This is an optimization exercise on Yosys and OpenROAD, whose aim is small area, a short achievable clock period and few clock cycles per item, not a production implementation. Function was checked by simulation only, so behaviour that the tests miss may differ from the original. Power and IR drop assume default switching activity.

01-10:
## dither_core
module dither_core #(
    parameter ACC_CELLS = 24
) (
    input  wire        clk,
    input  wire        rst,           
    input  wire        start,
    input  wire [1:0]  mode,
    input  wire [3:0]  fmt,
    input  wire [15:0] org_x,
    input  wire [15:0] org_y,
    input  wire [15:0] tile_w,
    input  wire [15:0] tile_h,
    output wire        busy,
    input  wire        pix_valid,
    output wire        pix_ready,
    input  wire [7:0]  pix_b0,
    input  wire [7:0]  pix_b1,
    output reg         out_valid,
    input  wire        out_ready,
    output reg         out_dark
);
    function [15:0] wexp(input [5:0] c, input integer n, input integer k);
        integer v, mx;
        begin
            mx = (1 << n) - 1;
            wexp = 16'd0;
            for (v = 0; v < 64; v = v + 1)
                if (v <= mx && c == v)
                    wexp = k * ((v * 255 + mx / 2) / mx);
        end
    endfunction
    function [7:0] luma(input [3:0] f, input [7:0] b0, input [7:0] b1);
        reg [15:0] v, tr, tg, tb, s;
        begin
            v = {b1, b0};
            if (f == 4'd1) begin
                tr = wexp({3'd0, b0[7:5]}, 3, 77);
                tg = wexp({3'd0, b0[4:2]}, 3, 150);
                tb = wexp({4'd0, b0[1:0]}, 2, 29);
            end else begin
                tr = wexp({1'b0, v[15:11]}, 5, 77);
                tg = wexp(v[10:5], 6, 150);
                tb = wexp({1'b0, v[4:0]}, 5, 29);
            end
            s = tr + tg + tb;
            luma = (f == 4'd1 || f == 4'd2) ? s[15:8] : b0;
        end
    endfunction
    function [5:0] bayer(input [2:0] row, input [2:0] col);
        reg [2:0] d;
        begin
            d = row ^ col;
            bayer = {d[0], row[0], d[1], row[1], d[2], row[2]};
        end
    endfunction
    function [2:0] kcode(input st, input integer p);
        integer dy, dx;
        begin
            if (p < 2) begin
                dy = 0; dx = p + 1;
            end else if (p < 7) begin
                dy = 1; dx = p - 4;
            end else begin
                dy = 2; dx = p - 9;
            end
            kcode = 3'd0;
            if (st) begin
  ...
Size: about 440 flip-flops, roughly 95 I/O pins, roughly 26000 µm² of cells after synthesis.
Settings: LEC_CHECK=0, CAP_MARGIN=20, CORE_MARGIN=2, CORE_UTILIZATION=60, SLEW_MARGIN=20; clock period 35.0 ns.
standard.sh (not shown) runs the stock make flow with config.mk's settings and CLKGATE_MAP_FILE= SYNTH_SCRIPT=/design/flow/synth_recipe.tcl, a recipe that flattens the netlist after the stock synthesis.
==> flow/flow/run.sh <==
#!/bin/bash
# Standard synthesis, then the standard layout with these changes: the
# port buffers are plain buffers rather than the default delay-cell buffers,
# repair_timing aims for a setup margin (flow/margin.txt) so the paths are
# sized for speed, and the clock tree is built with the options in
# flow/cts_args.txt (no dummy loads, smaller buffers).
set -euo pipefail
MARGIN=$(cat flow/margin.txt)
CTS=$(cat flow/cts_args.txt)
bash standard.sh synth > synth.log 2>&1
bash standard.sh "BUFFER_PORTS_ARGS=-buffer_cell sky130_fd_sc_hd__buf_2" \
    "SETUP_SLACK_MARGIN=$MARGIN" "CTS_ARGS=$CTS" finish > layout.log 2>&1
==> flow/flow/cts_args.txt <==
-sink_clustering_enable -repair_clock_nets -dont_use_dummy_load -buf_list {sky130_fd_sc_hd__clkbuf_16} -sink_clustering_size 30 -sink_clustering_max_diameter 80
==> flow/flow/margin.txt <==
27.0
01-10 finished every stage and its layout cleared the timing, DRC and antenna checks.
Testbench counts of 01-10, summed over its fixed seeds: cycles 29,690, pixels 27,820.
> inputs changed (01-10 -> 03-04)
==> flow/flow/cts_args.txt <==
-sink_clustering_enable -repair_clock_nets -dont_use_dummy_load -buf_list {sky130_fd_sc_hd__clkbuf_16} -sink_clustering_size 50 -sink_clustering_max_diameter 70
--- outcome ---
| wire length | 03-04 vs 01-10 | worse |. Worst slack on hold paths for 03-04 is lower than for 01-10. 03-04: full flow OK, the timing, DRC and antenna checks passed. There was hardly any difference in sequential share of cell area between 03-04 and 01-10. [compare] base=01-10 new=03-04: final critical-path share of the clock period level, cell-internal power moved up. | final area | 03-04 vs 01-10 | 0.33% higher |. From 01-10 to 03-04, number of violations of the max-capacitance limit did not move at all. In 03-04, the layout-stage area growth over the synthesis result came out 0.35 points above the value in 01-10.

## port drivers added, routing unchanged
The flow's constraints put no driver on any port. The routed layouts listed below were extracted and timed again, unchanged, in two steps. Step 1, drivers: a clkbuf_16 drives clk and a buf_2 each remaining input, both assumed. Step 2 moves the port delays by t, midway between the first and last clock arrival at a register: inputs arrive t later, outputs are due t later. That takes back most of the time a late clock gives input paths. Slacks: ideal ports / drivers / drivers and shift; pairs: ideal ports / drivers.
run	t (ns)	setup WS [ns]	worst setup path at the end	worst slew at a driven data input, ns	pins driven straight from the clock port
01-10	0.633	27.002 / 26.942 / 26.613	input to register	0.06	1
03-04	0.646	27.007 / 26.946 / 26.611	input to register	0.06	1
After both steps every run listed still meets setup and hold. The setup slack of 03-04, which loses most, moves by -0.061 ns with the drivers and by -0.396 ns with both steps.
